From an optimization exercise on the open Yosys and OpenROAD flow, aimed at small area, a short achievable clock period and few clock cycles; shortcuts taken in it are not production practice.
No run shown here included a check of the RTL's function; only the layout flow was run.
Power is estimated from default activity; no workload was simulated.

===== design/flow/run.sh =====
#!/bin/bash
# synth_recipe.tcl (not shown) runs the flow's synth.tcl, then flattens the netlist and writes it again
# the make line also repeats each setting of config.mk as NAME=value (left out here)
make -C /OpenROAD-flow-scripts/flow DESIGN_CONFIG=/design/flow/config.mk WORK_HOME=/design/flow/orfs CLKGATE_MAP_FILE= SYNTH_SCRIPT=/design/flow/synth_recipe.tcl finish

===== design/flow/config.mk =====
export PLATFORM = sky130hd
export DESIGN_NAME = ww_enc
export DESIGN_NICKNAME = ww_enc
export VERILOG_FILES = /design/flow/design.v
export SDC_FILE = /design/flow/constraint.sdc
export NUM_CORES = 4
export LEC_CHECK = 0
export ABC_AREA = 1
export CAP_MARGIN = 20
export CORE_MARGIN = 2
export CORE_UTILIZATION = 40
export SETUP_SLACK_MARGIN = 3.5
export SLEW_MARGIN = 20
export SYNTH_HIERARCHICAL = 1
export SYNTH_MEMORY_MAX_BITS = 16384

===== design/flow/constraint.sdc =====
create_clock -name core_clock -period 6.0 [get_ports {clk}]
set_input_delay 1.2000 -clock core_clock [delete_from_list [all_inputs] [get_ports {clk}]]
set_output_delay 1.2000 -clock core_clock [all_outputs]
set_load 0.01 [all_outputs]

===== design/flow/design.v =====
module ww_asc_code (
    input  wire [6:0] sym,
    output reg  [3:0]  len,
    output reg  [10:0] code
);
    always @(*) begin
        case (sym)
            7'd0: begin len = 4'd11; code = 11'b11111111010; end
            7'd1: begin len = 4'd11; code = 11'b11111111011; end
            7'd2: begin len = 4'd11; code = 11'b11111111100; end
            7'd3: begin len = 4'd11; code = 11'b11111111101; end
            7'd4: begin len = 4'd11; code = 11'b11111111110; end
            7'd5: begin len = 4'd11; code = 11'b11111111111; end
            7'd6: begin len = 4'd10; code = 11'b11110000000; end
            7'd7: begin len = 4'd10; code = 11'b11110000010; end
            7'd8: begin len = 4'd10; code = 11'b11110000100; end
            7'd9: begin len = 4'd10; code = 11'b11110000110; end
            7'd10: begin len = 4'd10; code = 11'b11110001000; end
            7'd11: begin len = 4'd10; code = 11'b11110001010; end
            7'd12: begin len = 4'd10; code = 11'b11110001100; end
            7'd13: begin len = 4'd10; code = 11'b11110001110; end
            7'd14: begin len = 4'd10; code = 11'b11110010000; end
            7'd15: begin len = 4'd10; code = 11'b11110010010; end
            7'd16: begin len = 4'd10; code = 11'b11110010100; end
            7'd17: begin len = 4'd10; code = 11'b11110010110; end
            7'd18: begin len = 4'd10; code = 11'b11110011000; end
            7'd19: begin len = 4'd10; code = 11'b11110011010; end
            7'd20: begin len = 4'd10; code = 11'b11110011100; end
            7'd21: begin len = 4'd10; code = 11'b11110011110; end
            7'd22: begin len = 4'd10; code = 11'b11110100000; end
            7'd23: begin len = 4'd10; code = 11'b11110100010; end
            7'd24: begin len = 4'd10; code = 11'b11110100100; end
            7'd25: begin len = 4'd10; code = 11'b11110100110; end
            7'd26: begin len = 4'd10; code = 11'b11110101000; end
            7'd27: begin len = 4'd10; code = 11'b11110101010; end
            7'd28: begin len = 4'd10; code = 11'b11110101100; end
            7'd29: begin len = 4'd10; code = 11'b11110101110; end
            7'd30: begin len = 4'd10; code = 11'b11110110000; end
            7'd31: begin len = 4'd10; code = 11'b11110110010; end
            7'd32: begin len = 4'd10; code = 11'b11110110100; end
            7'd33: begin len = 4'd10; code = 11'b11110110110; end
            7'd34: begin len = 4'd10; code = 11'b11110111000; end
            7'd35: begin len = 4'd10; code = 11'b11110111010; end
            7'd36: begin len = 4'd10; code = 11'b11110111100; end
            7'd37: begin len = 4'd10; code = 11'b11110111110; end
            7'd38: begin len = 4'd10; code = 11'b11111000000; end
            7'd39: begin len = 4'd10; code = 11'b11111000010; end
            7'd40: begin len = 4'd10; code = 11'b11111000100; end
            7'd41: begin len = 4'd10; code = 11'b11111000110; end
            7'd42: begin len = 4'd10; code = 11'b11111001000; end
            7'd43: begin len = 4'd10; code = 11'b11111001010; end
            7'd44: begin len = 4'd10; code = 11'b11111001100; end
            7'd45: begin len = 4'd10; code = 11'b11111001110; end
            7'd46: begin len = 4'd10; code = 11'b11111010000; end
            7'd47: begin len = 4'd10; code = 11'b11111010010; end
            7'd48: begin len = 4'd7; code = 11'b11011100000; end
            7'd49: begin len = 4'd7; code = 11'b11011110000; end
            7'd50: begin len = 4'd7; code = 11'b11100000000; end
            7'd51: begin len = 4'd7; code = 11'b11100010000; end
            7'd52: begin len = 4'd7; code = 11'b11100100000; end
            7'd53: begin len = 4'd7; code = 11'b11100110000; end
            7'd54: begin len = 4'd7; code = 11'b11101000000; end
            7'd55: begin len = 4'd7; code = 11'b11101010000; end
            7'd56: begin len = 4'd7; code = 11'b11101100000; end
            7'd57: begin len = 4'd7; code = 11'b11101110000; end
            7'd58: begin len = 4'd10; code = 11'b11111010100; end
            7'd59: begin len = 4'd10; code = 11'b11111010110; end
            7'd60: begin len = 4'd10; code = 11'b11111011000; end
            7'd61: begin len = 4'd10; code = 11'b11111011010; end
            7'd62: begin len = 4'd10; code = 11'b11111011100; end
            7'd63: begin len = 4'd10; code = 11'b11111011110; end
            7'd64: begin len = 4'd10; code = 11'b11111100000; end
            7'd65: begin len = 4'd6; code = 11'b00011000000; end
            7'd66: begin len = 4'd6; code = 11'b00011100000; end
            7'd67: begin len = 4'd6; code = 11'b00100000000; end
            7'd68: begin len = 4'd6; code = 11'b00100100000; end
            7'd69: begin len = 4'd6; code = 11'b00101000000; end
            7'd70: begin len = 4'd6; code = 11'b00101100000; end
            7'd71: begin len = 4'd6; code = 11'b00110000000; end
            7'd72: begin len = 4'd6; code = 11'b00110100000; end
            7'd73: begin len = 4'd6; code = 11'b00111000000; end
            7'd74: begin len = 4'd6; code = 11'b00111100000; end
            7'd75: begin len = 4'd6; code = 11'b01000000000; end
            7'd76: begin len = 4'd6; code = 11'b01000100000; end
            7'd77: begin len = 4'd6; code = 11'b01001000000; end
            7'd78: begin len = 4'd6; code = 11'b01001100000; end
            7'd79: begin len = 4'd6; code = 11'b01010000000; end
            7'd80: begin len = 4'd6; code = 11'b01010100000; end
            7'd81: begin len = 4'd6; code = 11'b01011000000; end
            7'd82: begin len = 4'd6; code = 11'b01011100000; end
            7'd83: begin len = 4'd6; code = 11'b01100000000; end
            7'd84: begin len = 4'd6; code = 11'b01100100000; end
            7'd85: begin len = 4'd6; code = 11'b01101000000; end
            7'd86: begin len = 4'd6; code = 11'b01101100000; end
            7'd87: begin len = 4'd6; code = 11'b01110000000; end
            7'd88: begin len = 4'd6; code = 11'b01110100000; end
            7'd89: begin len = 4'd6; code = 11'b01111000000; end
            7'd90: begin len = 4'd6; code = 11'b01111100000; end
            7'd91: begin len = 4'd10; code = 11'b11111100010; end
            7'd92: begin len = 4'd10; code = 11'b11111100100; end
            7'd93: begin len = 4'd10; code = 11'b11111100110; end
            7'd94: begin len = 4'd10; code = 11'b11111101000; end
            7'd95: begin len = 4'd10; code = 11'b11111101010; end
            7'd96: begin len = 4'd10; code = 11'b11111101100; end
            7'd97: begin len = 4'd6; code = 11'b10000000000; end
            7'd98: begin len = 4'd6; code = 11'b10000100000; end
            7'd99: begin len = 4'd6; code = 11'b10001000000; end
            7'd100: begin len = 4'd6; code = 11'b10001100000; end
            7'd101: begin len = 4'd6; code = 11'b10010000000; end
            7'd102: begin len = 4'd6; code = 11'b10010100000; end
            7'd103: begin len = 4'd6; code = 11'b10011000000; end
            7'd104: begin len = 4'd6; code = 11'b10011100000; end
            7'd105: begin len = 4'd6; code = 11'b10100000000; end
            7'd106: begin len = 4'd6; code = 11'b10100100000; end
            7'd107: begin len = 4'd6; code = 11'b10101000000; end
            7'd108: begin len = 4'd6; code = 11'b10101100000; end
            7'd109: begin len = 4'd6; code = 11'b10110000000; end
            7'd110: begin len = 4'd6; code = 11'b10110100000; end
            7'd111: begin len = 4'd6; code = 11'b10111000000; end
            7'd112: begin len = 4'd6; code = 11'b10111100000; end
            7'd113: begin len = 4'd6; code = 11'b11000000000; end
            7'd114: begin len = 4'd6; code = 11'b11000100000; end
            7'd115: begin len = 4'd6; code = 11'b11001000000; end
            7'd116: begin len = 4'd6; code = 11'b11001100000; end
            7'd117: begin len = 4'd6; code = 11'b11010000000; end
            7'd118: begin len = 4'd6; code = 11'b11010100000; end
            7'd119: begin len = 4'd6; code = 11'b11011000000; end
            7'd120: begin len = 4'd5; code = 11'b00000000000; end
            7'd121: begin len = 4'd5; code = 11'b00001000000; end
            7'd122: begin len = 4'd5; code = 11'b00010000000; end
            7'd123: begin len = 4'd10; code = 11'b11111101110; end
            7'd124: begin len = 4'd10; code = 11'b11111110000; end
            7'd125: begin len = 4'd10; code = 11'b11111110010; end
            7'd126: begin len = 4'd10; code = 11'b11111110100; end
            7'd127: begin len = 4'd10; code = 11'b11111110110; end
            default: begin len = 4'd0; code = 11'd0; end
        endcase
    end
endmodule
module ww_fbc_code (
    input  wire [7:0] sym,
    output reg  [3:0]  len,
    output reg  [10:0] code
);
    always @(*) begin
        case (sym)
            8'd0: begin len = 4'd11; code = 11'b11110111110; end
            8'd1: begin len = 4'd11; code = 11'b11110111111; end
            8'd2: begin len = 4'd11; code = 11'b11111000000; end
            8'd3: begin len = 4'd11; code = 11'b11111000001; end
            8'd4: begin len = 4'd11; code = 11'b11111000010; end
            8'd5: begin len = 4'd11; code = 11'b11111000011; end
            8'd6: begin len = 4'd11; code = 11'b11111000100; end
            8'd7: begin len = 4'd11; code = 11'b11111000101; end
            8'd8: begin len = 4'd11; code = 11'b11111000110; end
            8'd9: begin len = 4'd11; code = 11'b11111000111; end
            8'd10: begin len = 4'd11; code = 11'b11111001000; end
            8'd11: begin len = 4'd11; code = 11'b11111001001; end
            8'd12: begin len = 4'd11; code = 11'b11111001010; end
            8'd13: begin len = 4'd11; code = 11'b11111001011; end
            8'd14: begin len = 4'd11; code = 11'b11111001100; end
            8'd15: begin len = 4'd11; code = 11'b11111001101; end
            8'd16: begin len = 4'd11; code = 11'b11111001110; end
            8'd17: begin len = 4'd11; code = 11'b11111001111; end
            8'd18: begin len = 4'd11; code = 11'b11111010000; end
            8'd19: begin len = 4'd11; code = 11'b11111010001; end
            8'd20: begin len = 4'd11; code = 11'b11111010010; end
            8'd21: begin len = 4'd11; code = 11'b11111010011; end
            8'd22: begin len = 4'd11; code = 11'b11111010100; end
            8'd23: begin len = 4'd11; code = 11'b11111010101; end
            8'd24: begin len = 4'd11; code = 11'b11111010110; end
            8'd25: begin len = 4'd11; code = 11'b11111010111; end
            8'd26: begin len = 4'd11; code = 11'b11111011000; end
            8'd27: begin len = 4'd11; code = 11'b11111011001; end
            8'd28: begin len = 4'd11; code = 11'b11111011010; end
            8'd29: begin len = 4'd11; code = 11'b11111011011; end
            8'd30: begin len = 4'd11; code = 11'b11111011100; end
            8'd31: begin len = 4'd11; code = 11'b11111011101; end
            8'd32: begin len = 4'd11; code = 11'b11111011110; end
            8'd33: begin len = 4'd11; code = 11'b11111011111; end
            8'd34: begin len = 4'd11; code = 11'b11111100000; end
            8'd35: begin len = 4'd11; code = 11'b11111100001; end
            8'd36: begin len = 4'd11; code = 11'b11111100010; end
            8'd37: begin len = 4'd11; code = 11'b11111100011; end
            8'd38: begin len = 4'd11; code = 11'b11111100100; end
            8'd39: begin len = 4'd11; code = 11'b11111100101; end
            8'd40: begin len = 4'd11; code = 11'b11111100110; end
            8'd41: begin len = 4'd11; code = 11'b11111100111; end
            8'd42: begin len = 4'd11; code = 11'b11111101000; end
            8'd43: begin len = 4'd11; code = 11'b11111101001; end
            8'd44: begin len = 4'd11; code = 11'b11111101010; end
            8'd45: begin len = 4'd11; code = 11'b11111101011; end
            8'd46: begin len = 4'd11; code = 11'b11111101100; end
            8'd47: begin len = 4'd11; code = 11'b11111101101; end
            8'd48: begin len = 4'd8; code = 11'b10011100000; end
            8'd49: begin len = 4'd8; code = 11'b10011101000; end
            8'd50: begin len = 4'd8; code = 11'b10011110000; end
            8'd51: begin len = 4'd8; code = 11'b10011111000; end
            8'd52: begin len = 4'd8; code = 11'b10100000000; end
            8'd53: begin len = 4'd8; code = 11'b10100001000; end
            8'd54: begin len = 4'd8; code = 11'b10100010000; end
            8'd55: begin len = 4'd8; code = 11'b10100011000; end
            8'd56: begin len = 4'd8; code = 11'b10100100000; end
            8'd57: begin len = 4'd8; code = 11'b10100101000; end
            8'd58: begin len = 4'd11; code = 11'b11111101110; end
            8'd59: begin len = 4'd11; code = 11'b11111101111; end
            8'd60: begin len = 4'd11; code = 11'b11111110000; end
            8'd61: begin len = 4'd11; code = 11'b11111110001; end
            8'd62: begin len = 4'd11; code = 11'b11111110010; end
            8'd63: begin len = 4'd11; code = 11'b11111110011; end
            8'd64: begin len = 4'd11; code = 11'b11111110100; end
            8'd65: begin len = 4'd7; code = 11'b01101000000; end
            8'd66: begin len = 4'd7; code = 11'b01101010000; end
            8'd67: begin len = 4'd7; code = 11'b01101100000; end
            8'd68: begin len = 4'd7; code = 11'b01101110000; end
            8'd69: begin len = 4'd7; code = 11'b01110000000; end
            8'd70: begin len = 4'd7; code = 11'b01110010000; end
            8'd71: begin len = 4'd7; code = 11'b01110100000; end
            8'd72: begin len = 4'd7; code = 11'b01110110000; end
            8'd73: begin len = 4'd7; code = 11'b01111000000; end
            8'd74: begin len = 4'd7; code = 11'b01111010000; end
            8'd75: begin len = 4'd7; code = 11'b01111100000; end
            8'd76: begin len = 4'd7; code = 11'b01111110000; end
            8'd77: begin len = 4'd7; code = 11'b10000000000; end
            8'd78: begin len = 4'd7; code = 11'b10000010000; end
            8'd79: begin len = 4'd7; code = 11'b10000100000; end
            8'd80: begin len = 4'd7; code = 11'b10000110000; end
            8'd81: begin len = 4'd7; code = 11'b10001000000; end
            8'd82: begin len = 4'd7; code = 11'b10001010000; end
            8'd83: begin len = 4'd7; code = 11'b10001100000; end
            8'd84: begin len = 4'd7; code = 11'b10001110000; end
            8'd85: begin len = 4'd7; code = 11'b10010000000; end
            8'd86: begin len = 4'd7; code = 11'b10010010000; end
            8'd87: begin len = 4'd7; code = 11'b10010100000; end
            8'd88: begin len = 4'd7; code = 11'b10010110000; end
            8'd89: begin len = 4'd7; code = 11'b10011000000; end
            8'd90: begin len = 4'd7; code = 11'b10011010000; end
            8'd91: begin len = 4'd11; code = 11'b11111110101; end
            8'd92: begin len = 4'd11; code = 11'b11111110110; end
            8'd93: begin len = 4'd11; code = 11'b11111110111; end
            8'd94: begin len = 4'd11; code = 11'b11111111000; end
            8'd95: begin len = 4'd11; code = 11'b11111111001; end
            8'd96: begin len = 4'd11; code = 11'b11111111010; end
            8'd97: begin len = 4'd6; code = 11'b00000000000; end
            8'd98: begin len = 4'd6; code = 11'b00000100000; end
            8'd99: begin len = 4'd6; code = 11'b00001000000; end
            8'd100: begin len = 4'd6; code = 11'b00001100000; end
            8'd101: begin len = 4'd6; code = 11'b00010000000; end
            8'd102: begin len = 4'd6; code = 11'b00010100000; end
            8'd103: begin len = 4'd6; code = 11'b00011000000; end
            8'd104: begin len = 4'd6; code = 11'b00011100000; end
            8'd105: begin len = 4'd6; code = 11'b00100000000; end
            8'd106: begin len = 4'd6; code = 11'b00100100000; end
            8'd107: begin len = 4'd6; code = 11'b00101000000; end
            8'd108: begin len = 4'd6; code = 11'b00101100000; end
            8'd109: begin len = 4'd6; code = 11'b00110000000; end
            8'd110: begin len = 4'd6; code = 11'b00110100000; end
            8'd111: begin len = 4'd6; code = 11'b00111000000; end
            8'd112: begin len = 4'd6; code = 11'b00111100000; end
            8'd113: begin len = 4'd6; code = 11'b01000000000; end
            8'd114: begin len = 4'd6; code = 11'b01000100000; end
            8'd115: begin len = 4'd6; code = 11'b01001000000; end
            8'd116: begin len = 4'd6; code = 11'b01001100000; end
            8'd117: begin len = 4'd6; code = 11'b01010000000; end
            8'd118: begin len = 4'd6; code = 11'b01010100000; end
            8'd119: begin len = 4'd6; code = 11'b01011000000; end
            8'd120: begin len = 4'd6; code = 11'b01011100000; end
            8'd121: begin len = 4'd6; code = 11'b01100000000; end
            8'd122: begin len = 4'd6; code = 11'b01100100000; end
            8'd123: begin len = 4'd11; code = 11'b11111111011; end
            8'd124: begin len = 4'd11; code = 11'b11111111100; end
            8'd125: begin len = 4'd11; code = 11'b11111111101; end
            8'd126: begin len = 4'd11; code = 11'b11111111110; end
            8'd127: begin len = 4'd11; code = 11'b11111111111; end
            8'd128: begin len = 4'd9; code = 11'b11001001000; end
            8'd129: begin len = 4'd9; code = 11'b11001001100; end
            8'd130: begin len = 4'd9; code = 11'b11001010000; end
            8'd131: begin len = 4'd9; code = 11'b11001010100; end
            8'd132: begin len = 4'd9; code = 11'b11001011000; end
            8'd133: begin len = 4'd9; code = 11'b11001011100; end
            8'd134: begin len = 4'd9; code = 11'b11001100000; end
            8'd135: begin len = 4'd9; code = 11'b11001100100; end
            8'd136: begin len = 4'd9; code = 11'b11001101000; end
            8'd137: begin len = 4'd9; code = 11'b11001101100; end
            8'd138: begin len = 4'd9; code = 11'b11001110000; end
            8'd139: begin len = 4'd9; code = 11'b11001110100; end
            8'd140: begin len = 4'd9; code = 11'b11001111000; end
            8'd141: begin len = 4'd9; code = 11'b11001111100; end
            8'd142: begin len = 4'd9; code = 11'b11010000000; end
            8'd143: begin len = 4'd9; code = 11'b11010000100; end
            8'd144: begin len = 4'd9; code = 11'b11010001000; end
            8'd145: begin len = 4'd9; code = 11'b11010001100; end
            8'd146: begin len = 4'd9; code = 11'b11010010000; end
            8'd147: begin len = 4'd9; code = 11'b11010010100; end
            8'd148: begin len = 4'd9; code = 11'b11010011000; end
            8'd149: begin len = 4'd9; code = 11'b11010011100; end
            8'd150: begin len = 4'd9; code = 11'b11010100000; end
            8'd151: begin len = 4'd9; code = 11'b11010100100; end
            8'd152: begin len = 4'd9; code = 11'b11010101000; end
            8'd153: begin len = 4'd9; code = 11'b11010101100; end
            8'd154: begin len = 4'd9; code = 11'b11010110000; end
            8'd155: begin len = 4'd9; code = 11'b11010110100; end
            8'd156: begin len = 4'd9; code = 11'b11010111000; end
            8'd157: begin len = 4'd9; code = 11'b11010111100; end
            8'd158: begin len = 4'd9; code = 11'b11011000000; end
            8'd159: begin len = 4'd9; code = 11'b11011000100; end
            8'd160: begin len = 4'd9; code = 11'b11011001000; end
            8'd161: begin len = 4'd9; code = 11'b11011001100; end
            8'd162: begin len = 4'd9; code = 11'b11011010000; end
            8'd163: begin len = 4'd9; code = 11'b11011010100; end
            8'd164: begin len = 4'd9; code = 11'b11011011000; end
            8'd165: begin len = 4'd9; code = 11'b11011011100; end
            8'd166: begin len = 4'd9; code = 11'b11011100000; end
            8'd167: begin len = 4'd9; code = 11'b11011100100; end
            8'd168: begin len = 4'd9; code = 11'b11011101000; end
            8'd169: begin len = 4'd9; code = 11'b11011101100; end
            8'd170: begin len = 4'd9; code = 11'b11011110000; end
            8'd171: begin len = 4'd9; code = 11'b11011110100; end
            8'd172: begin len = 4'd9; code = 11'b11011111000; end
            8'd173: begin len = 4'd9; code = 11'b11011111100; end
            8'd174: begin len = 4'd9; code = 11'b11100000000; end
            8'd175: begin len = 4'd9; code = 11'b11100000100; end
            8'd176: begin len = 4'd9; code = 11'b11100001000; end
            8'd177: begin len = 4'd9; code = 11'b11100001100; end
            8'd178: begin len = 4'd9; code = 11'b11100010000; end
            8'd179: begin len = 4'd9; code = 11'b11100010100; end
            8'd180: begin len = 4'd9; code = 11'b11100011000; end
            8'd181: begin len = 4'd9; code = 11'b11100011100; end
            8'd182: begin len = 4'd9; code = 11'b11100100000; end
            8'd183: begin len = 4'd9; code = 11'b11100100100; end
            8'd184: begin len = 4'd9; code = 11'b11100101000; end
            8'd185: begin len = 4'd9; code = 11'b11100101100; end
            8'd186: begin len = 4'd9; code = 11'b11100110000; end
            8'd187: begin len = 4'd9; code = 11'b11100110100; end
            8'd188: begin len = 4'd9; code = 11'b11100111000; end
            8'd189: begin len = 4'd9; code = 11'b11100111100; end
            8'd190: begin len = 4'd9; code = 11'b11101000000; end
            8'd191: begin len = 4'd9; code = 11'b11101000100; end
            8'd192: begin len = 4'd9; code = 11'b11101001000; end
            8'd193: begin len = 4'd9; code = 11'b11101001100; end
            8'd194: begin len = 4'd9; code = 11'b11101010000; end
            8'd195: begin len = 4'd9; code = 11'b11101010100; end
            8'd196: begin len = 4'd9; code = 11'b11101011000; end
            8'd197: begin len = 4'd9; code = 11'b11101011100; end
            8'd198: begin len = 4'd9; code = 11'b11101100000; end
            8'd199: begin len = 4'd9; code = 11'b11101100100; end
            8'd200: begin len = 4'd9; code = 11'b11101101000; end
            8'd201: begin len = 4'd9; code = 11'b11101101100; end
            8'd202: begin len = 4'd9; code = 11'b11101110000; end
            8'd203: begin len = 4'd9; code = 11'b11101110100; end
            8'd204: begin len = 4'd9; code = 11'b11101111000; end
            8'd205: begin len = 4'd9; code = 11'b11101111100; end
            8'd206: begin len = 4'd9; code = 11'b11110000000; end
            8'd207: begin len = 4'd9; code = 11'b11110000100; end
            8'd208: begin len = 4'd9; code = 11'b11110001000; end
            8'd209: begin len = 4'd9; code = 11'b11110001100; end
            8'd210: begin len = 4'd9; code = 11'b11110010000; end
            8'd211: begin len = 4'd9; code = 11'b11110010100; end
            8'd212: begin len = 4'd9; code = 11'b11110011000; end
            8'd213: begin len = 4'd9; code = 11'b11110011100; end
            8'd214: begin len = 4'd9; code = 11'b11110100000; end
            8'd215: begin len = 4'd9; code = 11'b11110100100; end
            8'd216: begin len = 4'd9; code = 11'b11110101000; end
            8'd217: begin len = 4'd9; code = 11'b11110101100; end
            8'd218: begin len = 4'd9; code = 11'b11110110000; end
            8'd219: begin len = 4'd9; code = 11'b11110110100; end
            8'd220: begin len = 4'd9; code = 11'b11110111000; end
            8'd221: begin len = 4'd8; code = 11'b10100110000; end
            8'd222: begin len = 4'd8; code = 11'b10100111000; end
            8'd223: begin len = 4'd8; code = 11'b10101000000; end
            8'd224: begin len = 4'd8; code = 11'b10101001000; end
            8'd225: begin len = 4'd8; code = 11'b10101010000; end
            8'd226: begin len = 4'd8; code = 11'b10101011000; end
            8'd227: begin len = 4'd8; code = 11'b10101100000; end
            8'd228: begin len = 4'd8; code = 11'b10101101000; end
            8'd229: begin len = 4'd8; code = 11'b10101110000; end
            8'd230: begin len = 4'd8; code = 11'b10101111000; end
            8'd231: begin len = 4'd8; code = 11'b10110000000; end
            8'd232: begin len = 4'd8; code = 11'b10110001000; end
            8'd233: begin len = 4'd8; code = 11'b10110010000; end
            8'd234: begin len = 4'd8; code = 11'b10110011000; end
            8'd235: begin len = 4'd8; code = 11'b10110100000; end
            8'd236: begin len = 4'd8; code = 11'b10110101000; end
            8'd237: begin len = 4'd8; code = 11'b10110110000; end
            8'd238: begin len = 4'd8; code = 11'b10110111000; end
            8'd239: begin len = 4'd8; code = 11'b10111000000; end
            8'd240: begin len = 4'd8; code = 11'b10111001000; end
            8'd241: begin len = 4'd8; code = 11'b10111010000; end
            8'd242: begin len = 4'd8; code = 11'b10111011000; end
            8'd243: begin len = 4'd8; code = 11'b10111100000; end
            8'd244: begin len = 4'd8; code = 11'b10111101000; end
            8'd245: begin len = 4'd8; code = 11'b10111110000; end
            8'd246: begin len = 4'd8; code = 11'b10111111000; end
            8'd247: begin len = 4'd8; code = 11'b11000000000; end
            8'd248: begin len = 4'd8; code = 11'b11000001000; end
            8'd249: begin len = 4'd8; code = 11'b11000010000; end
            8'd250: begin len = 4'd8; code = 11'b11000011000; end
            8'd251: begin len = 4'd8; code = 11'b11000100000; end
            8'd252: begin len = 4'd8; code = 11'b11000101000; end
            8'd253: begin len = 4'd8; code = 11'b11000110000; end
            8'd254: begin len = 4'd8; code = 11'b11000111000; end
            8'd255: begin len = 4'd8; code = 11'b11001000000; end
            default: begin len = 4'd0; code = 11'd0; end
        endcase
    end
endmodule
module ww_enc #(
    parameter W = 38               
) (
    input  wire        clk,
    input  wire        rst,
    input  wire        in_valid,
    output wire        in_ready,
    input  wire [2:0]  in_op,
    input  wire        in_end,
    input  wire [31:0] in_data,
    output wire        out_valid,
    input  wire        out_ready,
    output wire [7:0]  out_data
);
    localparam [2:0] OP_ASCII = 3'd0,
                     OP_UTF8  = 3'd1,
                     OP_RAW   = 3'd2,
                     OP_SYM   = 3'd3,
                     OP_ALIGN = 3'd4;
    reg         r_v;
    reg  [2:0]  r_op;
    reg         r_end;
    reg  [31:0] r_d;
    reg         r_hi, r_mid, r_lo;  
    reg  [6:0]  r_c;
    wire        r_part = r_c[5];   
    reg         in_value;          
    reg         x_v;
    reg  [21:0] x_chunk;           
    reg  [4:0]  x_len;             
    reg         x_wait;            
    reg  [4:0]  x_lmax;            
    reg  [W-1:0] q;
    reg  [5:0]   n;
    reg  [5:0]   m;
    reg          ov;               
    reg  [5:0]   rn;               
    reg  [5:0]   rs;               
    wire first = !in_value;
    wire [3:0]  asc_len;
    wire [10:0] asc_code;
    wire [3:0]  fbc_len;
    wire [10:0] fbc_code;
    ww_asc_code u_asc (.sym(r_d[6:0]), .len(asc_len), .code(asc_code));
    ww_fbc_code u_fbc (.sym(r_d[7:0]), .len(fbc_len), .code(fbc_code));
    wire is_asc = (r_op == OP_ASCII);
    wire is_utf = (r_op == OP_UTF8);
    wire is_raw = (r_op == OP_RAW);
    wire is_sym = (r_op == OP_SYM);
    wire is_aln = r_op[2];
    reg  [3:0]  b_len;
    reg  [10:0] b_code;
    always @(*) begin
        b_len  = 4'd0;
        b_code = 11'd0;
        if (is_asc) begin
            if (r_end) begin
                b_len = 4'd10; b_code = 11'b11111111000;
            end else if (!r_d[7]) begin
                b_len = asc_len; b_code = asc_code;
            end
        end else if (is_utf) begin
            if (r_end) begin
                b_len = 4'd10; b_code = 11'b11110111100;
            end else begin
                b_len = fbc_len; b_code = fbc_code;
            end
        end else if (is_raw) begin
            if (r_end || r_d[7:0] != 8'd0) begin
                b_len = 4'd8; b_code = {r_d[7:0], 3'b000};
            end
        end
    end
    reg  [1:0]  t_len;
    reg  [2:0]  t_code;
    always @(*) begin
        t_len  = 2'd0;
        t_code = 3'b000;
        if (first) begin
            if (is_asc)      begin t_len = 2'd1; t_code = 3'b000; end
            else if (is_utf) begin t_len = 2'd2; t_code = 3'b100; end
            else if (is_raw) begin t_len = 2'd3; t_code = 3'b110; end
        end
    end
    wire [13:0] t_chunk = {t_code, 11'd0} | ({b_code, 3'd0} >> t_len);
    wire v_hi  = r_hi;
    wire v_mid = r_mid;
    wire v_lo  = r_lo;
    reg  [21:0] s_chunk;
    reg  [4:0]  s_len;
    always @(*) begin
        if (r_part) begin
            s_chunk = {r_d[15:0], 6'd0};            s_len = 5'd16;
        end else if (v_hi) begin
            s_chunk = {6'b111111, r_d[31:16]};      s_len = 5'd22;
        end else if (v_mid) begin
            s_chunk = {6'b111110, r_d[15:0]};       s_len = 5'd22;
        end else if (v_lo) begin
            s_chunk = {5'b11110, r_d[7:0], 9'd0};   s_len = 5'd13;
        end else begin
            s_chunk = {4'b1110, r_d[3:0], 14'd0};   s_len = 5'd8;
        end
    end
    wire last = !(r_c[6] && v_hi);
    wire [2:0]  n_x   = n[2:0] + (x_v ? x_len[2:0] : 3'd0);
    wire [2:0]  a_len = 3'd0 - n_x;
    wire [21:0] chunk = is_sym ? s_chunk : is_aln ? 22'd0 : {t_chunk, 8'd0};
    wire [4:0]  clen  = is_sym ? s_len : is_aln ? {2'd0, a_len}
                                       : {1'b0, b_len} + {3'd0, t_len};
    wire [5:0] rc = ov ? rs : rn;
    wire c_int22 = r_c[6];
    wire c_int16 = r_c[5];
    wire c_int13 = r_c[4];
    wire c_int8  = r_c[3];
    wire c_aln   = r_c[2];
    wire c_txt13 = r_c[1];
    wire c_txt11 = r_c[0];
    wire [4:0] lmax = ({5{c_int22}} & 5'd22) | ({5{c_int16}} & 5'd16) |
                      ({5{c_int13 | c_txt13}} & 5'd13) | ({5{c_txt11}} & 5'd11) |
                      ({5{c_int8}} & 5'd8) | ({5{c_aln}} & 5'd7);
    wire room_now = (c_int22 & rn[5]) | (c_int16 & rn[4]) | ((c_int13 | c_txt13) & rn[3]) |
                    (c_txt11 & rn[2]) | (c_int8 & rn[1]) | (c_aln & rn[0]);
    wire room     = (c_int22 & rc[5]) | (c_int16 & rc[4]) | ((c_int13 | c_txt13) & rc[3]) |
                    (c_txt11 & rc[2]) | (c_int8 & rc[1]) | (c_aln & rc[0]);
    wire adv   = r_v && !x_wait && room;
    wire r_go  = adv && last;
    assign in_ready = !r_v || r_go;
    wire        in_value_nx = (r_go && !r_op[2] && r_op != OP_SYM) ? !r_end : in_value;
    wire        in_hi  = |in_data[31:16];
    wire        in_mid = |in_data[15:8];
    wire        in_lo  = |in_data[7:4];
    wire [6:0]  in_c = (in_op == OP_SYM) ? {in_hi | in_mid, 1'b0, !in_hi && !in_mid && in_lo,
                                            !in_hi && !in_mid && !in_lo, 3'b000} :
                       in_op[2]          ? 7'b0000100 :
                       in_value_nx       ? 7'b0000001 : 7'b0000010;
    wire pop = ov && out_ready;
    assign out_valid = ov;
    assign out_data  = q[W-1:W-8];
    wire         x_in  = x_v && !x_wait;    
    wire [21:0]  x_bits = x_in ? x_chunk : 22'd0;
    wire [W-1:0] q_ins = q | ({x_bits, {(W-22){1'b0}}} >> n);
    wire [5:0]   n_ins = n + (x_in ? {1'b0, x_len} : 6'd0);
    wire [5:0]   m_a   = n_ins + {1'b0, lmax};
    wire [5:0]   m_b   = n + (x_wait ? {1'b0, x_lmax} : x_v ? {1'b0, x_len} : 6'd0);
    wire [5:0]   m_adv = adv ? m_a : m_b;
    wire [5:0]   m_nx  = {m_adv[5:3] - {2'd0, pop}, m_adv[2:0]};
    wire [5:0]   n_nx  = {n_ins[5:3] - {2'd0, pop}, n_ins[2:0]};
    always @(posedge clk) begin
        if (in_ready) begin
            r_op  <= in_op;
            r_end <= in_end;
            r_d   <= in_data;
            r_hi  <= |in_data[31:16];
            r_mid <= |in_data[15:8];
            r_lo  <= |in_data[7:4];
        end
        if (in_ready)
            r_c <= in_c;
        else if (adv)
            r_c <= 7'b0100000;         
        if (rst) begin
            r_v      <= 1'b0;
            in_value <= 1'b0;
            x_v      <= 1'b0;
            ov       <= 1'b0;
            rn       <= 6'b111111;
            rs       <= 6'b111111;
            x_wait   <= 1'b0;
            x_lmax   <= 5'd0;
            n        <= 6'd0;
            m        <= 6'd0;
            q        <= {W{1'b0}};
        end else begin
            if (in_ready)
                r_v <= in_valid;
            if (r_go && !r_op[2] && r_op != OP_SYM)
                in_value <= !r_end;
            if (!x_wait) begin
                x_v     <= adv;
                x_chunk <= chunk;
                x_len   <= clen;
                x_lmax  <= lmax;
                x_wait  <= adv && !room_now && !out_ready;
            end else begin
                x_wait  <= !pop;
            end
            m  <= m_nx;
            n  <= n_nx;
            ov <= (n_nx >= 6'd8);
            rn <= {m_nx <= W - 22, m_nx <= W - 16, m_nx <= W - 13,
                   m_nx <= W - 11, m_nx <= W - 8,  m_nx <= W - 7};
            rs <= {m_nx <= W - 14, m_nx <= W - 8,  m_nx <= W - 5,
                   m_nx <= W - 3,  m_nx <= W,      m_nx <= W + 1};
            q <= pop ? {q_ins[W-9:0], 8'd0} : q_ins;
        end
    end
endmodule

==> reports/metrics.sh, run 1 <==
PWR-SHARE-SEQ=0.308
FILLCELLCOUNT=2522
NUMCTSBUFFERS=17
VIAS=10920
WORST-SLEW-PIN-TRANSITION_PS=989.8
WORST_MIN_PATH_CLASS='flip-flop to flip-flop'
COREAREA_UM2=25980
PEAKVDDDROP_mV=0.1986
IOS=50
NUMBER_OF_HOLD_REPAIR_BUFFERS_ADDED_AT_THE_CTS_STAGE=0
ANT_NETS=0
GRT_SETUP_UNREPAIRED='yes'
SYNTH_EDF_COUNT=73
FINALWORSTPATHREQUIREDPERIOD_PS=3186
MOSTFREQUENTLAYOUTCELL='sky130_fd_sc_hd__nand2_1'
CTS_TREE='yes'
GRT_MAX_DEGREE=39
ANTENNA-DIODE-COUNT=0
FIRST_ITER_VIOLATIONS=1009
CELL_INTERNAL_PWR_mW=2.596
REG2REG_DEPTH=16
END_KIND='output port'
NNETSFINAL=1735
GRT.TOTAL_USAGE=0.2301
GRT_ANTENNA_BEFORE_REPAIR=0
SYNTH_AREA_PER_CELL_UM2=6.909
DRCVIOLATIONCOUNT=0
DIE_HEIGHT_UM=166.6
AREA_OF_THE_DIE_UM2=27760
TOP_ACHIEVABLE_CLOCK_SPEED_MHz=313.8
CLK_NETWORK_PWR_SHARE=0.243
RUN_STATUS='complete, no violations'
CLK_LATENCY_PS=430
SEQ_AREA_FRAC_SYNTH=0.3303
LAYOUT.CELLS.MOST_COMMON_LIST='sky130_fd_sc_hd__nand2_1, sky130_fd_sc_hd__inv_1, sky130_fd_sc_hd__nand3_1'
PWR-SHARE-COMB=0.449
SETUP_VIOL_COUNT_FINAL=0
NETS_IN_THE_SYNTHESIZED_NETLIST=1624
PLACEMENT.IO_BUFFERS=49
POWER_DENSITY_nW_PER_UM2=322.1
CORE.ROWCOUNT=59
HOLD_VIOLATIONS=0
GRT_OVERFLOW_TOTAL=0
TNS_PS=0
SYNTHARSTFLOPSHARE=0
SYNTH.DISTINCT_CELLS=61
POST-DP-HPWL_UM=21960
CRIT_REQUIRED_PS=4800
FINALMAXSLEWVIOLATIONS=0
CRIT_PATH_START_KIND='flip-flop'
PLACE_CONGESTION=0.9273
WHS_PATH_DEPTH=2
YS_SEQ_ELEMENTS=138
FLOORPLAN.INITIALDENSITY=0.4071
WORST_EP_ARRIVAL_TIME_PS=1990
CRITICALPATHCATEGORY='flip-flop to output port'
BIGGEST_FANOUT_ALONG_THE_WORST_TIMING_PATH=3
VIA_PER_INST=5.487
DIE_W_UM=166.6
CTSROOTBUFFERMASTER='sky130_fd_sc_hd__clkbuf_16'
SYN_AREA_UM2=10580
GRT_PASS1_VIAS=10160
POWER_SWITCHING_SHARE=0.4074
ROUTED_WL_UM=32960
CTS-HTREE-LEVELS=4
REG2REG_SLACK_PS=2900
FIRST_PASS_GRT_WIRE_LENGTH_UM=52210
POST_SYNTH_INST_COUNT=1531
FINAL_LAYOUT_SIZE_SUFFIX_GT1_FRAC=0.2248
SYNTHFLOPTYPE='sky130_fd_sc_hd__edfxtp_1'
DRT_PASS1_ITERATIONS=5
AREAGROWTHSYNTHTOFINISH_PCT=28.60
YS_TOP_CELLS_BY_AREA='sky130_fd_sc_hd__edfxtp_1, sky130_fd_sc_hd__nand2_1, sky130_fd_sc_hd__dfxtp_1'
SKEW_PS=13.77
POWER.SWITCHING_mW=1.785
CTS-ROOT-TO-SINK-BUFFERS=2
FINAL_MIN_PERIOD_OVER_CLOCK_PERIOD=0.5311
HOLD_WS_PS=456.7
TIMING.SLEW.HEADROOM=0.3377
YOSYSWARNINGCOUNT=9
CTS.SINK_COUNT=138
POST-SYNTH-TOP-AREA-FRACTION=0.2072
LEAKAGEPOWER_nW=5.903
WIRE_PER_INST_UM=16.56
AREA_LEADER_NETLIST='sky130_fd_sc_hd__edfxtp_1'
CTS.REPORTEDPATHS.CLKPINSLEW_PS=70
NUMBER_OF_MAX_CAPACITANCE_VIOLATIONS_REPORTED=0
[kinds of logic (layout without fill, tap and decap cells)]
kind of cell               count (synthesis)  in the layout  synth area share
and+or+nand+nor                          782            785            0.3120
AOI/OAI and AO/OA                        327            327            0.1867
buffers and inverters                    216            337           0.09262
DFF                                      138            138            0.3303
adders and majority gates                 53             53           0.06553
xor gates and xnor gates                  11             11          0.009109
muxes                                      4              4          0.003785
[synth_stat cells (4+ instances only)]
cell                       instances
sky130_fd_sc_hd__a21oi_1          74
sky130_fd_sc_hd__dfxtp_1          65
sky130_fd_sc_hd__o21ai_0         102
sky130_fd_sc_hd__a221oi_1          4
sky130_fd_sc_hd__fa_1              4
sky130_fd_sc_hd__clkbuf_1         15
sky130_fd_sc_hd__or2_1             4
sky130_fd_sc_hd__a31oi_1           4
sky130_fd_sc_hd__nand3_1         124
sky130_fd_sc_hd__a22o_1            7
sky130_fd_sc_hd__a22oi_1           9
sky130_fd_sc_hd__mux2i_1           4
sky130_fd_sc_hd__nand2_2           9
sky130_fd_sc_hd__o21ai_1          35
sky130_fd_sc_hd__o211ai_1         25
sky130_fd_sc_hd__nand4_1           8
sky130_fd_sc_hd__buf_6            11
sky130_fd_sc_hd__buf_4            12
sky130_fd_sc_hd__buf_2            27
sky130_fd_sc_hd__nor4_1           10
sky130_fd_sc_hd__edfxtp_1         73
sky130_fd_sc_hd__o21bai_1         18
sky130_fd_sc_hd__inv_2            11
sky130_fd_sc_hd__xor2_1            8
sky130_fd_sc_hd__ha_1             49
sky130_fd_sc_hd__nand2_1         470
sky130_fd_sc_hd__nor3_1           10
sky130_fd_sc_hd__o21ai_2          14
sky130_fd_sc_hd__inv_1           131
sky130_fd_sc_hd__a21o_1            4
sky130_fd_sc_hd__o22ai_1           9
sky130_fd_sc_hd__nor2_1          128
[per-layer routing]
layer	track usage	up-vias	routed length (um)
met5	0	-	0
met3	0.03184	71	1817
li1	-	5371	-
met2	0.3636	404	14840
met1	0.3240	5073	15520
met4	0.07796	0	775
[power groups by stage]
stage	Sequential [mW]	Clock [mW]	Combinational [mW]
floorplan	1.30	0	1.23
global placement	1.38	0	1.54
detailed placement	1.38	0	1.54
CTS	1.35	1.09	1.79
global route	1.37	1.13	2.17
finish	1.35	1.07	1.97
[worst paths after layout]
path / startpoint / endpoint
max reg2reg: x_len[0]$_DFFE_PP_ / rs[4]$_SDFF_PP1_
min: q[6]$_SDFF_PP0_ / q[6]$_SDFF_PP0_
max: r_c[1]$_SDFFCE_PP0P_ / in_ready
min reg2reg: q[6]$_SDFF_PP0_ / q[6]$_SDFF_PP0_
[Yosys stat by module (local to each module, per instance)]
| module | flip-flops and latches | cells inside | area [um^2] | copies in the design |
|---|---|---|---|---|
| ww_fbc_code | 0 | 226 | 1180 | 1 |
| ww_asc_code | 0 | 171 | 964.7 | 1 |
| ww_enc | 138 | 1134 | 8433 | 1 |
[timing repair]
action / 4_1_cts / 5_1_grt
hold endpoints to repair: 0 / 0
setup endpoints to repair: 125 / 53
gates resized for setup: 127 / 142
pin swaps: 54 / 82
gates cloned: 6 / 4
buffers inserted: 60 / 31
[worst max-delay path, stage by stage (launching register included)]
cell and delay [ps]:
sky130_fd_sc_hd__edfxtp_1 410, sky130_fd_sc_hd__nor2_4 160, sky130_fd_sc_hd__inv_2 70, sky130_fd_sc_hd__a22oi_2 150, sky130_fd_sc_hd__nand3_1 110, sky130_fd_sc_hd__nand2_2 90, sky130_fd_sc_hd__nor2_4 40, sky130_fd_sc_hd__inv_4 70
sky130_fd_sc_hd__a21oi_4 30, sky130_fd_sc_hd__or2_4 300, sky130_fd_sc_hd__buf_6 120
[per-stage QoR]
stage                     instance area, um^2  utilization  worst slack [ps]  instances  power, mW
after floorplan                         10730            -              2950       1531      2.532
after CTS                               12830       0.4936              2832       1955      4.228
final                                   13600       0.5235              2814       1990      4.381
after global routing                    13600       0.5235              2719       1990      4.671
after detailed placement                11290       0.4343              2004       1857      2.923
after global placement                  11290       0.4343              2048       1857      2.916
[flip-flops by register name (all words and copies together) (netlist names), 3 cells and up]
name,cells
q,38
r_d,32
x_chunk,22
r_c,7
n,6
rs,6
rn,5
x_len,5
x_lmax,5
r_op,3
[layout make-up]
cell class	instances	area (um^2)	share of cell area
inverters	148	640.6	0.04709
clock buffers	19	454.2	0.03339
repair inverters	3	17.52	0.001288
repair buffers	154	1484	0.1091
clock inverters	13	142.6	0.01049
well taps	335	419.2	0.03081
multi-input cells	1180	6934	0.5098
flip-flops and latches	138	3511	0.2581
==> run 2: changes to the inputs <==
--- a/design/flow/design.v
+++ b/design/flow/design.v
@@ -405,7 +405,7 @@
     end
 endmodule
 module ww_enc #(
-    parameter W = 38               
+    parameter W = 34               
 ) (
     input  wire        clk,
     input  wire        rst,
@@ -427,7 +427,7 @@
     reg  [2:0]  r_op;
     reg         r_end;
     reg  [31:0] r_d;
-    reg         r_hi, r_mid, r_lo;  
+    reg         r_hi;              
     reg  [6:0]  r_c;
     wire        r_part = r_c[5];   
     reg         in_value;          
@@ -435,7 +435,6 @@
     reg  [21:0] x_chunk;           
     reg  [4:0]  x_len;             
     reg         x_wait;            
-    reg  [4:0]  x_lmax;            
     reg  [W-1:0] q;
     reg  [5:0]   n;
     reg  [5:0]   m;
@@ -489,25 +488,22 @@
         end
     end
     wire [13:0] t_chunk = {t_code, 11'd0} | ({b_code, 3'd0} >> t_len);
-    wire v_hi  = r_hi;
-    wire v_mid = r_mid;
-    wire v_lo  = r_lo;
     reg  [21:0] s_chunk;
     reg  [4:0]  s_len;
     always @(*) begin
         if (r_part) begin
             s_chunk = {r_d[15:0], 6'd0};            s_len = 5'd16;
-        end else if (v_hi) begin
+        end else if (r_c[6] && r_hi) begin
             s_chunk = {6'b111111, r_d[31:16]};      s_len = 5'd22;
-        end else if (v_mid) begin
+        end else if (r_c[6]) begin
             s_chunk = {6'b111110, r_d[15:0]};       s_len = 5'd22;
-        end else if (v_lo) begin
+        end else if (r_c[4]) begin
             s_chunk = {5'b11110, r_d[7:0], 9'd0};   s_len = 5'd13;
         end else begin
             s_chunk = {4'b1110, r_d[3:0], 14'd0};   s_len = 5'd8;
         end
     end
-    wire last = !(r_c[6] && v_hi);
+    wire last = !(r_c[6] && r_hi);
     wire [2:0]  n_x   = n[2:0] + (x_v ? x_len[2:0] : 3'd0);
     wire [2:0]  a_len = 3'd0 - n_x;
     wire [21:0] chunk = is_sym ? s_chunk : is_aln ? 22'd0 : {t_chunk, 8'd0};
@@ -535,10 +531,19 @@
     wire        in_hi  = |in_data[31:16];
     wire        in_mid = |in_data[15:8];
     wire        in_lo  = |in_data[7:4];
+    wire [7:0]  in_b = in_data[7:0];
+    wire        in_letter = !in_b[7] && in_b[6] && (in_b[4:0] != 5'd0) && (in_b[4:0] <= 5'd26);
+    wire        in_digit  = (in_b[7:4] == 4'd3) && (in_b[3:0] <= 4'd9);
+    wire        in_c7 = !in_end && (in_op == OP_ASCII ? (in_letter || in_digit) :
+                                    in_op == OP_UTF8  ? in_letter : 1'b0);
+    wire        in_c8 = !in_end && (in_op == OP_RAW || (in_op == OP_UTF8 && in_digit))
+                        || in_end && in_op == OP_RAW;
     wire [6:0]  in_c = (in_op == OP_SYM) ? {in_hi | in_mid, 1'b0, !in_hi && !in_mid && in_lo,
                                             !in_hi && !in_mid && !in_lo, 3'b000} :
                        in_op[2]          ? 7'b0000100 :
-                       in_value_nx       ? 7'b0000001 : 7'b0000010;
+                       !in_value_nx      ? 7'b0000010 :
+                       in_c7             ? 7'b0000100 :
+                       in_c8             ? 7'b0001000 : 7'b0000001;
     wire pop = ov && out_ready;
     assign out_valid = ov;
     assign out_data  = q[W-1:W-8];
@@ -547,7 +552,7 @@
     wire [W-1:0] q_ins = q | ({x_bits, {(W-22){1'b0}}} >> n);
     wire [5:0]   n_ins = n + (x_in ? {1'b0, x_len} : 6'd0);
     wire [5:0]   m_a   = n_ins + {1'b0, lmax};
-    wire [5:0]   m_b   = n + (x_wait ? {1'b0, x_lmax} : x_v ? {1'b0, x_len} : 6'd0);
+    wire [5:0]   m_b   = x_wait ? m : n_ins;
     wire [5:0]   m_adv = adv ? m_a : m_b;
     wire [5:0]   m_nx  = {m_adv[5:3] - {2'd0, pop}, m_adv[2:0]};
     wire [5:0]   n_nx  = {n_ins[5:3] - {2'd0, pop}, n_ins[2:0]};
@@ -556,9 +561,7 @@
             r_op  <= in_op;
             r_end <= in_end;
             r_d   <= in_data;
-            r_hi  <= |in_data[31:16];
-            r_mid <= |in_data[15:8];
-            r_lo  <= |in_data[7:4];
+            r_hi  <= in_hi;
         end
         if (in_ready)
             r_c <= in_c;
@@ -572,7 +575,6 @@
             rn       <= 6'b111111;
             rs       <= 6'b111111;
             x_wait   <= 1'b0;
-            x_lmax   <= 5'd0;
             n        <= 6'd0;
             m        <= 6'd0;
             q        <= {W{1'b0}};
@@ -585,7 +587,6 @@
                 x_v     <= adv;
                 x_chunk <= chunk;
                 x_len   <= clen;
-                x_lmax  <= lmax;
                 x_wait  <= adv && !room_now && !out_ready;
             end else begin
                 x_wait  <= !pop;
--- a/design/flow/config.mk
+++ b/design/flow/config.mk
@@ -8,8 +8,8 @@
 export ABC_AREA = 1
 export CAP_MARGIN = 20
 export CORE_MARGIN = 2
-export CORE_UTILIZATION = 40
-export SETUP_SLACK_MARGIN = 3.5
+export CORE_UTILIZATION = 60
+export SETUP_SLACK_MARGIN = 2.0
 export SLEW_MARGIN = 20
 export SYNTH_HIERARCHICAL = 1
 export SYNTH_MEMORY_MAX_BITS = 16384
==> reports/metrics.sh, run 2 <==
RUN_STATUS='complete, no violations'
YOSYSWARNINGCOUNT=9  # unchanged
FINALWORSTPATHREQUIREDPERIOD_PS=3808  # +621.4 ps
PLACEMENT.IO_BUFFERS=49  # unchanged
TOTAL_POWER_mW=3.990  # -8.9%
POWER.SWITCHING_mW=1.646  # -7.8%
ENDPOINT='in_ready'
END_KIND='output port'
AREA_LEADER_NETLIST='sky130_fd_sc_hd__edfxtp_1'
WHS_PATH_DEPTH=2  # unchanged
CLK_LATENCY_PS=430  # about the same
TIMING.SLEW.HEADROOM=0.3687  # +0.03098
WIRE_PER_INST_UM=16.35  # -1.3%
CRITICALPATHCATEGORY='flip-flop to output port'
WORST-SLEW-PIN-TRANSITION_PS=943.5  # -46.30 ps
FINAL_LAYOUT_SIZE_SUFFIX_GT1_FRAC=0.08486  # -0.1399
FLOORPLAN.INITIALDENSITY=0.6065  # +0.1994
CORE.ROWCOUNT=48  # -19%
WORST_EP_ARRIVAL_TIME_PS=2610  # +620 ps
WORSTSETUPSTARTPOINT='r_c[4]$_SDFFCE_PN0P_'
AREAGROWTHSYNTHTOFINISH_PCT=10.26
SYN_AREA_UM2=10340  # -2.2%
YS_SEQ_ELEMENTS=133  # -3.6%
PWR-SHARE-COMB=0.411  # -0.038
LARGEST_REGISTER='q'
LEAKAGEPOWER_nW=5.121  # -13%
WORST_MIN_PATH_CLASS='flip-flop to flip-flop'
WORST_R2R_STARTPOINT='x_v$_SDFFE_PP0N_'
SYNTH_AREA_PER_CELL_UM2=6.892  # -0.25%
SETUP_VIOL_COUNT_FINAL=0  # unchanged
SYNTH.DISTINCT_CELLS=62  # +1.6%
DRT_PASS1_ITERATIONS=6  # +1
POST-DP-HPWL_UM=21360  # -2.7%
SYNTHARSTFLOPSHARE=0  # unchanged
SYNTH_COMMON_CELLS='sky130_fd_sc_hd__nand2_1, sky130_fd_sc_hd__inv_1, sky130_fd_sc_hd__nand3_1'
NUMBER_OF_HOLD_REPAIR_BUFFERS_ADDED_AT_THE_CTS_STAGE=0  # unchanged
PLACE_CONGESTION=0.9988  # +7.7%
CTS.REPORTEDPATHS.CLKPINSLEW_PS=60  # about the same
CTS-ROOT-TO-SINK-BUFFERS=2  # unchanged
LAYOUT.CELL_AREA.NON_FILLER_UM2=11410  # -16%
SLOWEST_DELAY_PS=600  # +190 ps
BIGGEST_FANOUT_ALONG_THE_WORST_TIMING_PATH=42  # +39
DRCVIOLATIONCOUNT=0  # unchanged
CTS.SINK_COUNT=133  # -3.6%
GRT_PASS1_VIAS=9066  # -11%
CRIT_PATH_START_KIND='flip-flop'
ANTENNA-DIODE-COUNT=0  # unchanged
NUMBER_OF_MAX_CAPACITANCE_VIOLATIONS_REPORTED=0  # unchanged
POWER_SWITCHING_SHARE=0.4127  # +0.005254
POST-SYNTH-TOP-AREA-FRACTION=0.2061  # -0.001143
SEQ_AREA_FRAC_SYNTH=0.3261  # -0.004181
CTS_TREE='yes'
TIMING.CRITICAL_PATH.BUF_INV=3  # unchanged
GRT.TOTAL_USAGE=0.3185  # +0.08847
R2R_END='rs[4]$_SDFF_PP1_'
REG2REG_DEPTH=18  # +2
PWR-SHARE-SEQ=0.335  # +0.027
CTSROOTBUFFERMASTER='sky130_fd_sc_hd__clkbuf_16'
VIAS=10200  # -6.6%
COREAREA_UM2=17060  # -34%
HOLDCRITSTARTPOINT='q[3]$_SDFF_PP0_'
ROUTED_WL_UM=28730  # -13%
REG2REG_SLACK_PS=2390  # -510 ps
GRT_MAX_DEGREE=43  # +10%
MOSTFREQUENTLAYOUTCELL='sky130_fd_sc_hd__nand2_1'
ANT_NETS=0  # unchanged
CELL_INTERNAL_PWR_mW=2.343  # -9.7%
PATH_CELLS='inv_2 > nand2_2 > a21oi_2 > a21oi_4 > nand2_2 > nor2_4 > inv_2 > nand2_8 > clkdlybuf4s50_1'
VIA_PER_INST=5.805  # +5.8%
NETS_IN_THE_SYNTHESIZED_NETLIST=1588  # -2.2%
HOLD_WS_PS=455.7  # -0.9940 ps
TOP_ACHIEVABLE_CLOCK_SPEED_MHz=262.6  # -16%
AREA_OF_THE_DIE_UM2=18310  # -34%
NUMCTSBUFFERS=17  # unchanged
FIRST_ITER_VIOLATIONS=1195  # +18%
CRITICAL_PATH.SLOWEST_CELL='sky130_fd_sc_hd__clkdlybuf4s50_1'
IOS=50  # unchanged
CRIT_REQUIRED_PS=4800  # about the same
LAYOUT.CELLS.MOST_COMMON_LIST='sky130_fd_sc_hd__nand2_1, sky130_fd_sc_hd__inv_1, sky130_fd_sc_hd__nand3_1'
CRITICAL-PATH-TOP-DELAY-FAMILY='buffers and inverters'
FILLCELLCOUNT=1528  # -39%
SYNTHFLOPTYPE='sky130_fd_sc_hd__edfxtp_1'
SKEW_PS=14.05  # +0.2742 ps
SYNTH_EDF_COUNT=71  # -2.7%
POWER_DENSITY_nW_PER_UM2=349.8  # +8.6%
GRT_SETUP_UNREPAIRED='no'
YS_TOP_CELLS_BY_AREA='sky130_fd_sc_hd__edfxtp_1, sky130_fd_sc_hd__nand2_1, sky130_fd_sc_hd__dfxtp_1'
FIRST_PASS_GRT_WIRE_LENGTH_UM=46210  # -11%
GRT_OVERFLOW_TOTAL=0  # unchanged
DPL-INSTANCE-AREA_UM2=10790  # -4.4%
LAYOUT_TOP_REGISTERS='q (34), r_d (32), x_chunk (22)'
FINAL_MIN_PERIOD_OVER_CLOCK_PERIOD=0.6346  # +0.1036
LARGEST_REGISTER_FFS=34  # -11%
CLK_NETWORK_PWR_SHARE=0.254  # +0.011
DIE_W_UM=135.3  # -19%
GRT_ANTENNA_BEFORE_REPAIR=0  # unchanged
CTS-HTREE-LEVELS=4  # unchanged
SYNTHMOSTINSTANTIATEDCELL='sky130_fd_sc_hd__nand2_1'
PEAKVDDDROP_mV=0.2661  # +34%
HOLD_VIOLATIONS=0  # unchanged
NNETSFINAL=1606  # -7.4%
DIE_HEIGHT_UM=135.3  # -19%
TNS_PS=0  # unchanged
POST_SYNTH_INST_COUNT=1501  # -2.0%
PATH_DEPTH=9  # -1
POST-ROUTE-UTIL=0.6687  # +0.1452
FINALMAXSLEWVIOLATIONS=0  # unchanged
-- run 2: changes by cell type in the layout (fill, tap and decap cells not counted), moves of 16 or more --
| cell | delta |
|---|---|
| sky130_fd_sc_hd__buf_4 | -64 |
| sky130_fd_sc_hd__o21ai_2 | -20 |
| sky130_fd_sc_hd__nor2_2 | -16 |
| sky130_fd_sc_hd__nor2_1 | +19 |
| sky130_fd_sc_hd__nand3_1 | +22 |
| sky130_fd_sc_hd__ha_1 | +20 |
| sky130_fd_sc_hd__o21ai_0 | +21 |
| sky130_fd_sc_hd__ha_4 | -20 |
| sky130_fd_sc_hd__buf_6 | -16 |
| sky130_fd_sc_hd__inv_1 | +26 |
-- run 2: worst min-delay path by stage --
stage / to / slack (ps)
floorplan: q[2]$_SDFF_PP0_ / 440
global placement: q[5]$_SDFF_PP0_ / 450
detailed placement: q[3]$_SDFF_PP0_ / 450
CTS: q[3]$_SDFF_PP0_ / 460
global route: q[7]$_SDFF_PP0_ / 480
finish: q[3]$_SDFF_PP0_ / 460
-- run 2: final cells by class --
class	instances	area (um^2)	area share
Timing Repair Buffer	65	610.6	0.05353
Clock buffer	19	442.9	0.03883
Tap cell	225	281.5	0.02468
Inverter	154	586.8	0.05145
Clock inverter	13	118.9	0.01042
Sequential cell	133	3379	0.2963
Multi-Input combinational cell	1148	5986	0.5248
-- run 2: cell families (layout without fill, tap and decap cells) --
kind of cell             count (synthesis)  count (layout)  synth area share
AND/OR/NAND/NOR                        769             769            0.3200
AO/OA/AOI/OAI                          318             318            0.1855
buffers and inverters                  220             251           0.09688
flip-flops                             133             133            0.3261
adder cells (fa/ha/maj)                 47              47           0.05902
XOR/XNOR                                 9               9          0.007619
multiplexers                             5               5          0.004838
-- run 2: power groups by stage --
stage               clock [mW]  sequential (mW)  combinational (mW)
finish                    1.01             1.34                1.64
global route              1.06             1.36                1.84
CTS                       1.02             1.34                1.61
detailed placement           0             1.35                1.59
global placement             0             1.35                1.57
floorplan                    0             1.28                1.28
-- run 2: per-module statistics from Yosys (local to each module, per instance) --
| module | cells | times used | cell area, um^2 | flops+latches |
|---|---|---|---|---|
| ww_fbc_code | 226 | 1 | 1180 | 0 |
| ww_enc | 1104 | 1 | 8200 | 133 |
| ww_asc_code | 171 | 1 | 964.7 | 0 |
-- run 2: routing by layer --
| layer | up-vias | share of wire | GRT usage |
|---|---|---|---|
| met3 | 42 | 0.083 | 0.05948 |
| met4 | 0 | 0.017 | 0.07350 |
| met2 | 460 | 0.44 | 0.5008 |
| met5 | - | 0 | 0 |
| met1 | 4628 | 0.45 | 0.4572 |
| li1 | 5069 | - | - |
-- run 2: tightest hold or removal path, delay by kind of cell, from the launching register on --
kind	cells	cell delay [ps]
AOI/OAI and AO/OA	1	60
buffers and inverters	1	60
DFF	1	300
-- run 2: stage by stage --
stage	instances	setup slack [ps]
4_1_cts	1753	2067
2_1_floorplan	1501	2483
5_1_grt	1757	2013
3_5_place_dp	1721	2117
3_3_place_gp	1721	2165
6_report	1757	2192
-- run 2: repair_timing --
action,CTS,global route
setup endpoints to repair,1,11
resized for setup,2,4
buffers inserted,0,4
==> run 3: changes to the inputs <==
--- a/design/flow/config.mk
+++ b/design/flow/config.mk
@@ -9,7 +9,7 @@
 export CAP_MARGIN = 20
 export CORE_MARGIN = 2
 export CORE_UTILIZATION = 60
-export SETUP_SLACK_MARGIN = 2.0
+export SETUP_SLACK_MARGIN = 3.0
 export SLEW_MARGIN = 20
 export SYNTH_HIERARCHICAL = 1
 export SYNTH_MEMORY_MAX_BITS = 16384
==> reports/metrics.sh, run 3 <==
RUN_STATUS='complete, no violations'
BIGGEST_FANOUT_ALONG_THE_WORST_TIMING_PATH=5  # -88%
PEAKVDDDROP_mV=0.4226  # +59%
LAYOUT.CELL_AREA.NON_FILLER_UM2=12190  # +6.9%
FLOORPLAN.INITIALDENSITY=0.6065  # unchanged
SYN_AREA_UM2=10340  # unchanged
SLOWEST_DELAY_PS=400  # -200 ps
GRT_SETUP_UNREPAIRED='yes'
LARGEST_REGISTER_FFS=34  # unchanged
NUMCTSBUFFERS=17  # unchanged
WORST_R2R_STARTPOINT='x_len[0]$_DFFE_PP_'
WORST_MIN_PATH_CLASS='flip-flop to flip-flop'
SYNTH_AREA_PER_CELL_UM2=6.892  # unchanged
SETUP_VIOL_COUNT_FINAL=0  # unchanged
SYNTH.DISTINCT_CELLS=62  # unchanged
NNETSFINAL=1657  # +3.2%
ROUTED_WL_UM=31210  # +8.6%
REG2REG_DEPTH=22  # +4
VIAS=10760  # +5.5%
YOSYSWARNINGCOUNT=9  # unchanged
SYNTHFLOPTYPE='sky130_fd_sc_hd__edfxtp_1'
PLACEMENT.IO_BUFFERS=49  # unchanged
CRIT_REQUIRED_PS=6320  # +1520 ps
PATH_CELLS='nand2_2 > nor2_2 > ha_2 > fa_2 > a21oi_2 > o21bai_1 > xnor2_1 > inv_1 > buf_4 > buf_4 > buf_4 > buf_4 > nor2_2 > o21ai_1 > inv_1 > ha_4 > inv_6 > nand2_8 > nor2_4 > nand3_2 > nand2_1 > nand2_1'
POST-DP-HPWL_UM=21160  # -0.94%
PATH_COMMON_CELL='sky130_fd_sc_hd__buf_4'
REG2REG_SLACK_PS=2690  # +300 ps
WHS_PATH_DEPTH=2  # unchanged
END_KIND='flip-flop'
FIRST_ITER_VIOLATIONS=1242  # +3.9%
CRITICAL_PATH.SLOWEST_CELL='sky130_fd_sc_hd__edfxtp_1'
SYNTH_EDF_COUNT=71  # unchanged
YS_SEQ_ELEMENTS=133  # unchanged
FIRST_PASS_GRT_WIRE_LENGTH_UM=48270  # +4.4%
WORST-SLEW-PIN-TRANSITION_PS=969.7  # +26.22 ps
FILLCELLCOUNT=1431  # -6.3%
POWER_DENSITY_nW_PER_UM2=365.6  # +4.5%
TIMING.SLEW.HEADROOM=0.3525  # -0.01621
CTS.SINK_COUNT=133  # unchanged
FINALMAXSLEWVIOLATIONS=0  # unchanged
DPL-INSTANCE-AREA_UM2=10850  # +0.56%
SEQ_AREA_FRAC_SYNTH=0.3261  # unchanged
AREA_OF_THE_DIE_UM2=18310  # unchanged
POST_SYNTH_INST_COUNT=1501  # unchanged
IOS=50  # unchanged
MIN_TO='q[5]$_SDFF_PP0_'
ANT_NETS=0  # unchanged
CTS_TREE='yes'
LEAKAGEPOWER_nW=5.424  # +5.9%
HOLD_WS_PS=454.3  # -1.407 ps
PRE_CTS_SLACK_PS=2166  # +49.03 ps
AREA_LEADER_NETLIST='sky130_fd_sc_hd__edfxtp_1'
WORST_EP_ARRIVAL_TIME_PS=3630  # +1020 ps
CTS-HTREE-LEVELS=4  # unchanged
CRIT_PATH_START_KIND='flip-flop'
GRT_ANTENNA_BEFORE_REPAIR=0  # unchanged
GRT_OVERFLOW_TOTAL=0  # unchanged
HOLD_VIOLATIONS=0  # unchanged
GRT_PASS1_VIAS=9595  # +5.8%
CTS.REPORTEDPATHS.CLKPINSLEW_PS=60  # about the same
FINAL_LAYOUT_SIZE_SUFFIX_GT1_FRAC=0.1510  # +0.06612
HOLDCRITSTARTPOINT='q[5]$_SDFF_PP0_'
MOSTFREQUENTLAYOUTCELL='sky130_fd_sc_hd__nand2_1'
FINALWORSTSETUPSLACK_PS=2691  # +499.1 ps
SYNTHARSTFLOPSHARE=0  # unchanged
R2R_END='rs[4]$_SDFF_PP1_'
CTSROOTBUFFERMASTER='sky130_fd_sc_hd__clkbuf_16'
TNS_PS=0  # unchanged
YS_TOP_CELLS_BY_AREA='sky130_fd_sc_hd__edfxtp_1, sky130_fd_sc_hd__nand2_1, sky130_fd_sc_hd__dfxtp_1'
NETS_IN_THE_SYNTHESIZED_NETLIST=1588  # unchanged
SKEW_PS=21.18  # +7.130 ps
CTS-ROOT-TO-SINK-BUFFERS=2  # unchanged
FINALWORSTPATHREQUIREDPERIOD_PS=3309  # -499.1 ps
LAYOUT_TOP_REGISTERS='q (34), r_d (32), x_chunk (22)'
AREAGROWTHSYNTHTOFINISH_PCT=17.86
SYNTHMOSTINSTANTIATEDCELL='sky130_fd_sc_hd__nand2_1'
POST-SYNTH-TOP-AREA-FRACTION=0.2061  # unchanged
PLACE_CONGESTION=0.9672  # -3.2%
GRT.TOTAL_USAGE=0.3340  # +0.01550
VIA_PER_INST=5.952  # +2.5%
CLK_LATENCY_PS=440  # about the same
GRT_MAX_DEGREE=38  # -12%
DIE_HEIGHT_UM=135.3  # unchanged
DRT_PASS1_ITERATIONS=6  # unchanged
WIRE_PER_INST_UM=17.26  # +5.6%
DIE_W_UM=135.3  # unchanged
CORE.ROWCOUNT=48  # unchanged
COREAREA_UM2=17060  # unchanged
TOP_ACHIEVABLE_CLOCK_SPEED_MHz=302.2  # +15%
CRITICALPATHCATEGORY='flip-flop to flip-flop'
ANTENNA-DIODE-COUNT=0  # unchanged
NUMBER_OF_MAX_CAPACITANCE_VIOLATIONS_REPORTED=0  # unchanged
DRCVIOLATIONCOUNT=0  # unchanged
SYNTH_COMMON_CELLS='sky130_fd_sc_hd__nand2_1, sky130_fd_sc_hd__inv_1, sky130_fd_sc_hd__nand3_1'
LARGEST_REGISTER='q'
LAYOUT.CELLS.MOST_COMMON_LIST='sky130_fd_sc_hd__nand2_1, sky130_fd_sc_hd__inv_1, sky130_fd_sc_hd__nand3_1'
FINAL_MIN_PERIOD_OVER_CLOCK_PERIOD=0.5515  # -0.08319
run 3: repair_timing:
action | CTS | global route
pin swaps | 34 | 20
resized for setup | 43 | 37
endpoints found under the hold margin | 0 | 0
endpoints found under the setup margin | 32 | 35
hold buffers | 0 | 0
cloned | 2 | 1
setup buffers | 32 | 22
run 3: report_power, final:
group	leakage (nW)	internal, mW	switching, mW
sequential	1.24	1.19	0.137
clock	0.304	0.633	0.440
combinational	3.88	0.775	1.28
run 3: layout make-up:
cell class                      count  area (um^2)  share of cell area
Timing Repair Buffer              113         1011             0.08291
Tap cell                          225        281.5             0.02309
Clock inverter                     13        131.4             0.01077
Multi-Input combinational cell   1151         6299              0.5166
Clock buffer                       19        475.5             0.03899
Inverter                          154        608.1             0.04987
Sequential cell                   133         3387              0.2778
run 3: worst max-delay path, delay by kind of cell, from the launching register on:
kind,cells,cell delay [ps]
buffers and inverters,7,810
and+or+nand+nor,8,630
adders and majority gates,3,830
xor gates and xnor gates,1,180
AOI/OAI and AO/OA,3,310
DFF,1,400
run 3: layer usage:
| metal | GRT usage | vias up | wire length, um |
|---|---|---|---|
| met5 | 0 | - | 0 |
| li1 | - | 5179 | - |
| met1 | 0.4688 | 4946 | 13660 |
| met4 | 0.1123 | 0 | 908 |
| met3 | 0.06360 | 89 | 2608 |
| met2 | 0.5200 | 547 | 14040 |
run 3: kinds of logic (layout without fill, tap and decap cells):
logic type | Yosys count | after routing | share of synthesized area
simple gates | 769 | 772 | 0.3200
compound gates | 318 | 318 | 0.1855
buf+inv | 220 | 299 | 0.09688
flops | 133 | 133 | 0.3261
fa+ha+maj | 47 | 47 | 0.05902
xor+xnor | 9 | 9 | 0.007619
mux | 5 | 5 | 0.004838
run 3: modules after synthesis (local to each module, per instance):
module       area (um^2)  times used
ww_asc_code        964.7           1
ww_fbc_code         1180           1
ww_enc              8200           1
run 3: how the worst max path moves through the flow:
stage | from | end | slack [ps] | cells after the start
2_1_floorplan | x_wait$_SDFF_PP0_ | rs[4]$_SDFF_PP1_ | 2880 | 20
3_3_place_gp | r_c[6]$_SDFFCE_PN0P_ | in_ready | 2210 | 9
3_5_place_dp | r_c[6]$_SDFFCE_PN0P_ | in_ready | 2170 | 9
4_1_cts | r_c[4]$_SDFFCE_PN0P_ | in_ready | 2830 | 9
5_1_grt | x_len[0]$_DFFE_PP_ | rs[4]$_SDFF_PP1_ | 2590 | 21
6_report | x_len[0]$_DFFE_PP_ | rs[4]$_SDFF_PP1_ | 2690 | 22
run 3: per-stage QoR:
step / cells / total power [mW] / utilization
4_1_cts: 1785 / 4.239 / 0.6959
3_3_place_gp: 1719 / 2.978 / 0.6364
3_5_place_dp: 1719 / 2.998 / 0.6364
6_report: 1808 / 4.458 / 0.7149
2_1_floorplan: 1501 / 2.616 / -
5_1_grt: 1808 / 4.710 / 0.7149

Re-timed with assumed drivers on the ports (clkbuf_16 on the clock, buf_2 on other inputs), run 3 has 2.691 ns of setup slack against 2.691 ns with ideal ports, and 2.691 ns once port delays also move by the mid clock arrival of 0.476 ns.
